From an optimization exercise on the open Yosys and OpenROAD flow, aimed at small area, a short achievable clock period and few clock cycles; shortcuts taken in it are not production practice.
At most, simulation tests tie the RTL to the original design; equivalence was not proved.
Power is estimated from default activity; no workload was simulated.

## esp32_frame_link
module esp32_frame_link (
    input  wire        clk,
    input  wire        rst,
    input  wire        rx_valid,
    input  wire [7:0]  rx_data,
    output wire        rx_ready,
    output wire        msg_valid,
    input  wire        msg_ready,
    output wire [7:0]  msg_data,
    output wire        msg_first,
    output wire        msg_last,
    output wire        rx_idle,
    output wire [31:0] cnt_msg,
    output wire [31:0] cnt_cobs_err,
    output wire [31:0] cnt_short,
    output wire [31:0] cnt_crc_err,
    output wire [31:0] cnt_acc_ovf,
    input  wire        tx_valid,
    input  wire [7:0]  tx_data,
    input  wire        tx_last,
    output wire        tx_ready,
    output wire        wire_valid,
    input  wire        wire_ready,
    output wire [7:0]  wire_data
);
Size in the first run: roughly 3800 cells after synthesis, roughly 1500 flip-flops, roughly 210 I/O pins.
Settings: LEC_CHECK=0, CAP_MARGIN=20, CORE_MARGIN=2, CORE_UTILIZATION=40, SLEW_MARGIN=20; clock period 10.0 ns.
standard.sh (not shown) runs the stock make flow with config.mk's settings and CLKGATE_MAP_FILE= SYNTH_SCRIPT=/design/flow/synth_recipe.tcl, a recipe that flattens the netlist after the stock synthesis.
==> flow/flow/run.sh <==
#!/bin/bash
set -o pipefail
export SETUP_SLACK_MARGIN=6.7
bash standard.sh > flow_standard.log 2>&1
The starting point went through all stages and came out clean.
Then changed:
==> flow/flow/run.sh (replaced) <==
#!/bin/bash
set -o pipefail
export SETUP_SLACK_MARGIN=6.0
bash standard.sh > flow_standard.log 2>&1
Effect: Combinational power fell by a little under a tenth. Wire length shrinks by a few percent. Synthesized cell count does not change.
No run of this note included a check of the RTL's function; only the layout flow was run.

========
Setup of run A:
esp32_frame_link, a different RTL version from the one above (not shown whole).
Size: about 210 I/O pins, ~58000 sq um of cells after synthesis.
Settings: LEC_CHECK=0, CAP_MARGIN=20, CORE_MARGIN=2, CORE_UTILIZATION=40, SLEW_MARGIN=20; clock period 10.0 ns.
==> flow/flow/run.sh <==
#!/bin/bash
set -o pipefail
export SETUP_SLACK_MARGIN=7.0
bash standard.sh > flow_standard.log 2>&1
The flow did not stop early for run A: all stages ran, and the layout cleared the timing, DRC and antenna checks.
Testbench counts of run A, summed over its fixed seeds: cycles 32,866.
Inputs modified between run A and run B:
Settings: CTS_BUF_LIST newly set to sky130_fd_sc_hd__clkbuf_8; CORE_UTILIZATION changed from 40 to 65.
Results
- Level count of the clock H-tree essentially unchanged between run B and run A.
- On maximum number of pins on one net before global-route repair: run B sits above run A.
- Higher wire length of the first global-routing pass goes to run A over run B.
- Comparing run B and run A, clock network power share is lower on run B.
- Per the comparison of run B with run A, count of clock-net buffers in the final layout went up 45; fmax went up 1.6%.
- Row smallest setup slack after layout: run B higher / run A lower
The following lists how run C was set up differently from run B:
Settings: a deleted CTS_BUF_LIST that had been sky130_fd_sc_hd__clkbuf_8; a change of CORE_UTILIZATION from 65 to 40.
==> flow/flow/run.sh <==
#!/bin/bash
set -o pipefail
export SETUP_SLACK_MARGIN=7.4
bash standard.sh > flow_standard.log 2>&1
--- outcome ---
Total power per unit cell area | run C above run B
On share of the clock period used by the worst path after layout, run B and run C are basically level.
On met1 global-route usage: run C sits below run B.
Compared with run B, run C shows area of the core that has gone up by more than half.
Die area (lower): run B
On run C: maximum vdd drop is 0.019 mV lower than what run B gave.
Between run B and run C, minimum setup slack in the final design is lower for run B, run C comes in above that.
Run C vs run B — peak clock frequency supported by timing rose 0.38%.
Compared to run B, run C has leakage power 2.5 nW higher.
Delta (run C minus run B): starting density of the core fell by 26 points; sequential share of layout area moved down.
## Diff of input files: run D against run C
Settings: putting CTS_CLUSTER_SIZE at 16 where nothing was set; swapping 40 for 65 in CORE_UTILIZATION; putting CTS_BUF_LIST at sky130_fd_sc_hd__clkbuf_8 where nothing was set.
==> flow/flow/run.sh <==
#!/bin/bash
set -o pipefail
export SETUP_SLACK_MARGIN=6.7
bash standard.sh > flow_standard.log 2>&1
==> summary.txt <==
Of run D and run C, it is run D that has the higher fraction of met2 tracks used by global routing.
Higher placed standard-cell area goes to run C over run D.
Looking at routed wire length across both flows, run D is the stronger of the two, with run C trailing.
Between run D and run C, the fraction of power consumed by the clock network is lower for run D.
Per the comparison of run D with run C, vias after detailed routing went down, final design instance area without fill saw a decrease, least setup slack across all paths after layout fell by 140 ps.
Relative to run C, the count of clock-buffer cells in the layout of run D is higher by 41.
Final cell utilization of the core: run D > run C
Run D: source-to-sink clock delay at the later pin of the worst-skew pair is 100 ps higher than what run C reported.
> inputs changed (run D -> run E)
==> flow/flow/run.sh <==
#!/bin/bash
set -o pipefail
export SETUP_SLACK_MARGIN=7.0
bash standard.sh > flow_standard.log 2>&1
Results
Run D → run E: total power higher; worst setup margin higher; count of cells resized by post-cts repair higher.

========
## north
Another version of the RTL of esp32_frame_link (not shown whole).
For scale: about 3800 cells after synthesis, roughly 1400 flip-flops, ~57000 sq um of cells after synthesis.
Settings: LEC_CHECK=0, CAP_MARGIN=20, CORE_MARGIN=2, CORE_UTILIZATION=72, CTS_BUF_LIST=sky130_fd_sc_hd__clkbuf_8, CTS_CLUSTER_DIAMETER=150, CTS_CLUSTER_SIZE=14, SLEW_MARGIN=20; clock period 10.0 ns.
==> flow/flow/run.sh <==
#!/bin/bash
set -o pipefail
export SETUP_SLACK_MARGIN=6.7
bash standard.sh > flow_standard.log 2>&1
north: flow completed, timing, DRC and antenna clean
Testbench counts of north, summed over its fixed seeds: cycles 32,702.
Changes in south relative to north:
- swapping 72 for 76 in CORE_UTILIZATION
[summary]
- Between south and north, the clock network area share does not differ in any meaningful way.
- south finished every step from synthesis to the final layout, and the layout passed the timing, DRC and antenna checks.
- Switching component of the power was lower in the run labelled north.
- Looking at worst-case setup margin in the final layout, south sits below north.
- Sort north and south by weighted congestion at the end of routability-driven global placement, ascending, and north comes first.
- Compared with north, south shows a higher fraction of the core area covered by cells at the end of the flow.
- south vs. north: number of clock buffers in the layout has increased, number of global-route vias before repair has increased.
diff inputs: south => east
- CORE_UTILIZATION now 80, was 76
==> summary.txt <==
east | ERROR | 5_1_grt
From south to east the numbers moved as follows: standard cell area after detailed placement flat; last weighted congestion value of the routability-driven placer has increased; count of buffers added by post-CTS timing repair for setup went up 13; detailed placer's ending HPWL increased by 20% relative to the old numbers.
Measured against each other, south and east differ in vertical extent of the die, the higher figure coming from south.
Diff south..east | count of unique library cells instantiated by Yosys | unchanged
Number of resized instances in the post-cts repair step, south and east: lower on south
Inputs modified between east and west:
- CORE_UTILIZATION now 65, was 80
==> flow/flow/run.sh <==
#!/bin/bash
set -o pipefail
export SETUP_SLACK_MARGIN=6.5
bash standard.sh > flow_standard.log 2>&1
==> comparison <==
Diff east -> west | instance area after placement | increase of 0.34%. Post-cts sizing count shrinks by more than a quarter when moving from east to west. west vs. east: die span in y went up, final estimated routing congestion in global placement went down, number of H-tree levels did not really move. The lower worst setup slack before clock tree synthesis of west and east is in east. west | stages: all done | timing, DRC, antenna: all pass.
diff inputs: west => middle
==> flow/flow/run.sh <==
#!/bin/bash
set -o pipefail
export SETUP_SLACK_MARGIN=6.7
bash standard.sh > flow_standard.log 2>&1
Notes after the runs:
- middle finished end to end and its layout was clean on timing, DRC and antenna.
- Critical path capture point: msg_data[6] -> middle, u_tx.alloc[3]$_SDFFE_PP0P_ -> west
- Summary — design area, middle relative to west: higher, by 3.7%.
- Taking west as the reference, in middle routed wire length higher; worst-skew pair later-pin latency roughly the same.
- Looking at sequential share of layout area across west and middle, the one that comes out lower is middle.

========
## main
Another version of the RTL of esp32_frame_link (not shown whole).
Size in the first run: roughly 3700 cells after synthesis, ~1500 flip-flops, roughly 210 I/O pins, about 60000 sq um of cells after synthesis.
## esp32_frame_link
module esp32_frame_link (
    input  wire        clk,
    input  wire        rst,
    input  wire        rx_valid,
    input  wire [7:0]  rx_data,
    output wire        rx_ready,
    output wire        msg_valid,
    input  wire        msg_ready,
    output wire [7:0]  msg_data,
    output wire        msg_first,
    output wire        msg_last,
    output wire        rx_idle,
    output wire [31:0] cnt_msg,
    output wire [31:0] cnt_cobs_err,
    output wire [31:0] cnt_short,
    output wire [31:0] cnt_crc_err,
    output wire [31:0] cnt_acc_ovf,
    input  wire        tx_valid,
    input  wire [7:0]  tx_data,
    input  wire        tx_last,
    output wire        tx_ready,
    output wire        wire_valid,
    input  wire        wire_ready,
    output wire [7:0]  wire_data
);
    frame_rx u_rx (
        .clk(clk), .rst(rst),
        .rx_valid(rx_valid), .rx_data(rx_data), .rx_ready(rx_ready),
        .msg_valid(msg_valid), .msg_ready(msg_ready), .msg_data(msg_data),
        .msg_first(msg_first), .msg_last(msg_last), .rx_idle(rx_idle),
        .cnt_msg(cnt_msg), .cnt_cobs_err(cnt_cobs_err), .cnt_short(cnt_short),
        .cnt_crc_err(cnt_crc_err), .cnt_acc_ovf(cnt_acc_ovf)
    );
    frame_tx u_tx (
        .clk(clk), .rst(rst),
  ...
Settings: LEC_CHECK=0, CAP_MARGIN=20, CORE_MARGIN=2, CORE_UTILIZATION=40, SLEW_MARGIN=20; clock period 10.0 ns.
run.sh (not shown) runs the stock make flow with config.mk's settings and CLKGATE_MAP_FILE= SYNTH_SCRIPT=/design/flow/synth_recipe.tcl, a recipe that flattens the netlist after the stock synthesis.
Stock flow here: none of the scripts above is used.
The final layout from main, which completed every stage, passed the timing, DRC and antenna checks at the end of the flow.
Testbench counts of main, summed over its fixed seeds: cycles 32,866.
Setup changes, main to the feature branch
Settings: setting SETUP_SLACK_MARGIN to 5 for the first time.
## What came out
Any difference in power between the feature branch and main is small enough to ignore.
On DRC violation count after routing, the feature branch tracks main almost exactly.
Delta(via count normalized by instance count, the feature branch - main) > 0
The clock network area share was comparable across the feature branch and main.
Wire length on met1 across the feature branch and main: no real change.

========
esp32_frame_link, a different RTL version from the one above (not shown whole).
Size: about 3,700 cells after synthesis, about 1,400 flip-flops, ~210 I/O pins, ~57,000 um^2 of cells after synthesis.
==> flow/config.mk <==
export PLATFORM = sky130hd
export DESIGN_NAME = esp32_frame_link
export DESIGN_NICKNAME = esp32_frame_link
export VERILOG_FILES = /design/flow/design.v
export SDC_FILE = /design/flow/constraint.sdc
export NUM_CORES = 4
export LEC_CHECK = 0
export CAP_MARGIN = 20
export CORE_MARGIN = 2
export CORE_UTILIZATION = 65
export CTS_BUF_LIST = sky130_fd_sc_hd__clkbuf_8
export CTS_CLUSTER_DIAMETER = 150
export CTS_CLUSTER_SIZE = 16
export SLEW_MARGIN = 20
==> flow/constraint.sdc <==
create_clock -name core_clock -period 10.0 [get_ports {clk}]
set_input_delay 2.0000 -clock core_clock [delete_from_list [all_inputs] [get_ports {clk}]]
set_output_delay 2.0000 -clock core_clock [all_outputs]
set_load 0.01 [all_outputs]
standard.sh (not shown) runs the stock make flow with config.mk's settings and CLKGATE_MAP_FILE= SYNTH_SCRIPT=/design/flow/synth_recipe.tcl, a recipe that flattens the netlist after the stock synthesis.
==> flow/flow/run.sh <==
#!/bin/bash
set -o pipefail
export SETUP_SLACK_MARGIN=6.8
bash standard.sh > flow_standard.log 2>&1
Testbench counts at the start, summed over its fixed seeds: cycles 32,702.
Edit:
Settings changed: CTS_CLUSTER_DIAMETER 150 to 40, CTS_CLUSTER_SIZE 16 to not set.
Count of clock-buffer cells in the layout went up by 135. Total power went up by 16%. Combinational power went up by about 4%. Cell count went up by about 5%. Non-clock buffer count went up by 30. Worst hold slack loses 0.024 ns. Global-route usage went up by 0.98 points. Utilization went up by 3.4 points. Final area went up by 4.5%. Die area stays the same.
Edit:
Settings changed: CTS_CLUSTER_DIAMETER 40 to 150, CTS_CLUSTER_SIZE set to 14.
Effect:
- The new run passed the timing, DRC and antenna checks
- clock-buffer cell count fell by 121
- routed wire length decreases by 1.5%
- sequential share of layout area grows by 1.7 points
- worst hold slack gains 0.024 ns
- die area does not change
- via count went down by 2.8%
- design area goes down by 3.0%

========
Another version of the RTL of esp32_frame_link (not shown whole).
For scale: ~3700 cells after synthesis, about 1400 flip-flops, ~0.057 mm^2 of cells after synthesis.
export LEC_CHECK = 0
export CAP_MARGIN = 20
export CORE_MARGIN = 2
export CORE_UTILIZATION = 65
export CTS_BUF_LIST = sky130_fd_sc_hd__clkbuf_8
export CTS_CLUSTER_DIAMETER = 150
export CTS_CLUSTER_SIZE = 14
export SLEW_MARGIN = 20
create_clock -name core_clock -period 10.0 [get_ports {clk}]
==> flow/flow/run.sh <==
#!/bin/bash
set -o pipefail
export SETUP_SLACK_MARGIN=6.3
bash standard.sh > flow_standard.log 2>&1
Testbench counts at the start, summed over its fixed seeds: cycles 32,702.
Then changed:
==> flow/flow/run.sh (replaced) <==
#!/bin/bash
set -o pipefail
export SETUP_SLACK_MARGIN=6.8
bash standard.sh > flow_standard.log 2>&1
Result:
- die area is unchanged
- worst hold slack gets worse by 0.020 ns
- first-iteration DRC count rose by 20%
- via count came out higher by 4.3%
Then changed:
==> flow/flow/run.sh (replaced) <==
#!/bin/bash
set -o pipefail
export SETUP_SLACK_MARGIN=6.0
bash standard.sh > flow_standard.log 2>&1
- worst hold slack improves by 0.0067 ns
- clock-buffer cell count is unchanged
- first-iteration DRC count falls by about 8%
- via count shrinks by about 4%
- sequential share of layout area goes up by 2.7 points
- wire length is lower by about 5.5%
- critical path depth fell by 4
- worst setup slack degrades by 0.61 ns
- global-route usage falls by 1.2 points
- utilization falls by 4.0 points
Then changed:
==> flow/flow/run.sh (replaced) <==
#!/bin/bash
set -o pipefail
export SETUP_SLACK_MARGIN=6.6
bash standard.sh > flow_standard.log 2>&1
After rerunning:
- non-clock buffer count is higher by 148
- power is higher by 1.5%
- clock-buffer cell count is higher by 1
- utilization is higher by 1.5 points
- final cell count is higher by 2.6%
- die area is unchanged
- worst hold slack is better by 0.0091 ns

========
the reference run:
esp32_frame_link, a different RTL version from the one above (not shown whole).
Size in the first run: ~3800 cells after synthesis, roughly 1400 flip-flops, roughly 210 I/O pins, about 57000 um2 of cells after synthesis.
==> flow/config.mk <==
export PLATFORM = sky130hd
export DESIGN_NAME = esp32_frame_link
export DESIGN_NICKNAME = esp32_frame_link
export VERILOG_FILES = /design/flow/design.v
export SDC_FILE = /design/flow/constraint.sdc
export NUM_CORES = 4
export LEC_CHECK = 0
export CAP_MARGIN = 20
export CORE_MARGIN = 2
export CORE_UTILIZATION = 65
export CTS_BUF_LIST = sky130_fd_sc_hd__clkbuf_8
export CTS_CLUSTER_DIAMETER = 150
export CTS_CLUSTER_SIZE = 14
export SLEW_MARGIN = 20
==> flow/constraint.sdc <==
create_clock -name core_clock -period 10.0 [get_ports {clk}]
set_input_delay 2.0000 -clock core_clock [delete_from_list [all_inputs] [get_ports {clk}]]
set_output_delay 2.0000 -clock core_clock [all_outputs]
set_load 0.01 [all_outputs]
==> flow/flow/run.sh <==
#!/bin/bash
set -o pipefail
export SETUP_SLACK_MARGIN=6.8
bash standard.sh > flow_standard.log 2>&1
The reference run closes out successfully: all stages finished, all timing, DRC and antenna checks passed.
Testbench counts of the reference run, summed over its fixed seeds: cycles 32,702.
What the trial run does differently from the reference run at the input level:
==> flow/flow/run.sh <==
#!/bin/bash
set -o pipefail
export SETUP_SLACK_MARGIN=6.6
bash standard.sh > flow_standard.log 2>&1
## What came out
The final layout from the trial run, which completed every stage, passed the timing, DRC and antenna checks at the end of the flow. The trial run consumes less power than the reference run does. The clock latency reported for the late side of the worst-skew pair number comes out higher for the trial run vs the reference run. Taking the reference run as the reference point, the leakage dissipation of the trial run falls by about 3%.

[port drivers added, routing unchanged]
In the flow no input, the clock included, has a driving cell. The finished layouts below were timed again as built, in two steps.
Step 1: set_driving_cell puts a clkbuf_16 on clk and a buf_2 on each other input, an assumption about the parent block.
Step 2 adds t to the input delays and takes it off the output delays; t is the mean of the earliest and latest rising clock arrival at the registers after step 1. Input paths then give back, and output paths get back, about the clock's delay inside the block.
Three values: ideal, step 1, step 2; two values: the first two.
| run | shift t [ns] | setup WS [ns] | pins driven straight from the clock port |
|---|---|---|---|
| the first run of note 1 | 0.838 | 6.400 / 6.400 / 5.856 | 1 |
| the second run of note 1 | 0.843 | 5.926 / 5.926 / 5.413 | 1 |
| run A | 0.835 | 6.458 / 6.377 / 6.049 | 1 |
| run B | 0.941 | 6.514 / 6.442 / 6.057 | 1 |
| run C | 0.840 | 6.527 / 6.452 / 6.080 | 1 |
| run D | 0.940 | 6.385 / 6.321 / 5.823 | 1 |
| run E | 0.939 | 6.518 / 6.446 / 6.052 | 1 |
| north | 0.820 | 6.710 / 6.654 / 5.962 | 1 |
| south | 0.836 | 6.616 / 6.616 / 5.963 | 1 |
| west | 0.847 | 6.473 / 6.473 / 5.643 | 1 |
| middle | 0.853 | 6.660 / 6.597 / 5.893 | 1 |
| main | 0.832 | 4.610 / 4.610 / 4.198 | 1 |
| the feature branch | 0.834 | 5.146 / 5.146 / 4.447 | 1 |
| the first run of note 5 | 0.832 | 6.502 / 6.502 / 5.898 | 1 |
| the second run of note 5 | 0.929 | 6.433 / 6.433 / 5.824 | 1 |
| the third run of note 5 | 0.875 | 6.523 / 6.523 / 5.993 | 1 |
| the first run of note 6 | 0.862 | 6.322 / 6.318 / 5.505 | 1 |
| the second run of note 6 | 0.869 | 6.630 / 6.600 / 5.793 | 1 |
| the third run of note 6 | 0.845 | 6.021 / 5.993 / 5.230 | 1 |
| the fourth run of note 6 | 0.849 | 6.515 / 6.515 / 5.799 | 1 |
| the reference run | 0.825 | 6.566 / 6.566 / 5.959 | 1 |
| the trial run | 0.861 | 6.491 / 6.491 / 5.796 | 1 |
After both steps setup and hold are still met in every run listed. For the second run of note 6, which loses most, drivers alone change the setup slack by -0.030 ns; drivers and shift together by -0.837 ns.
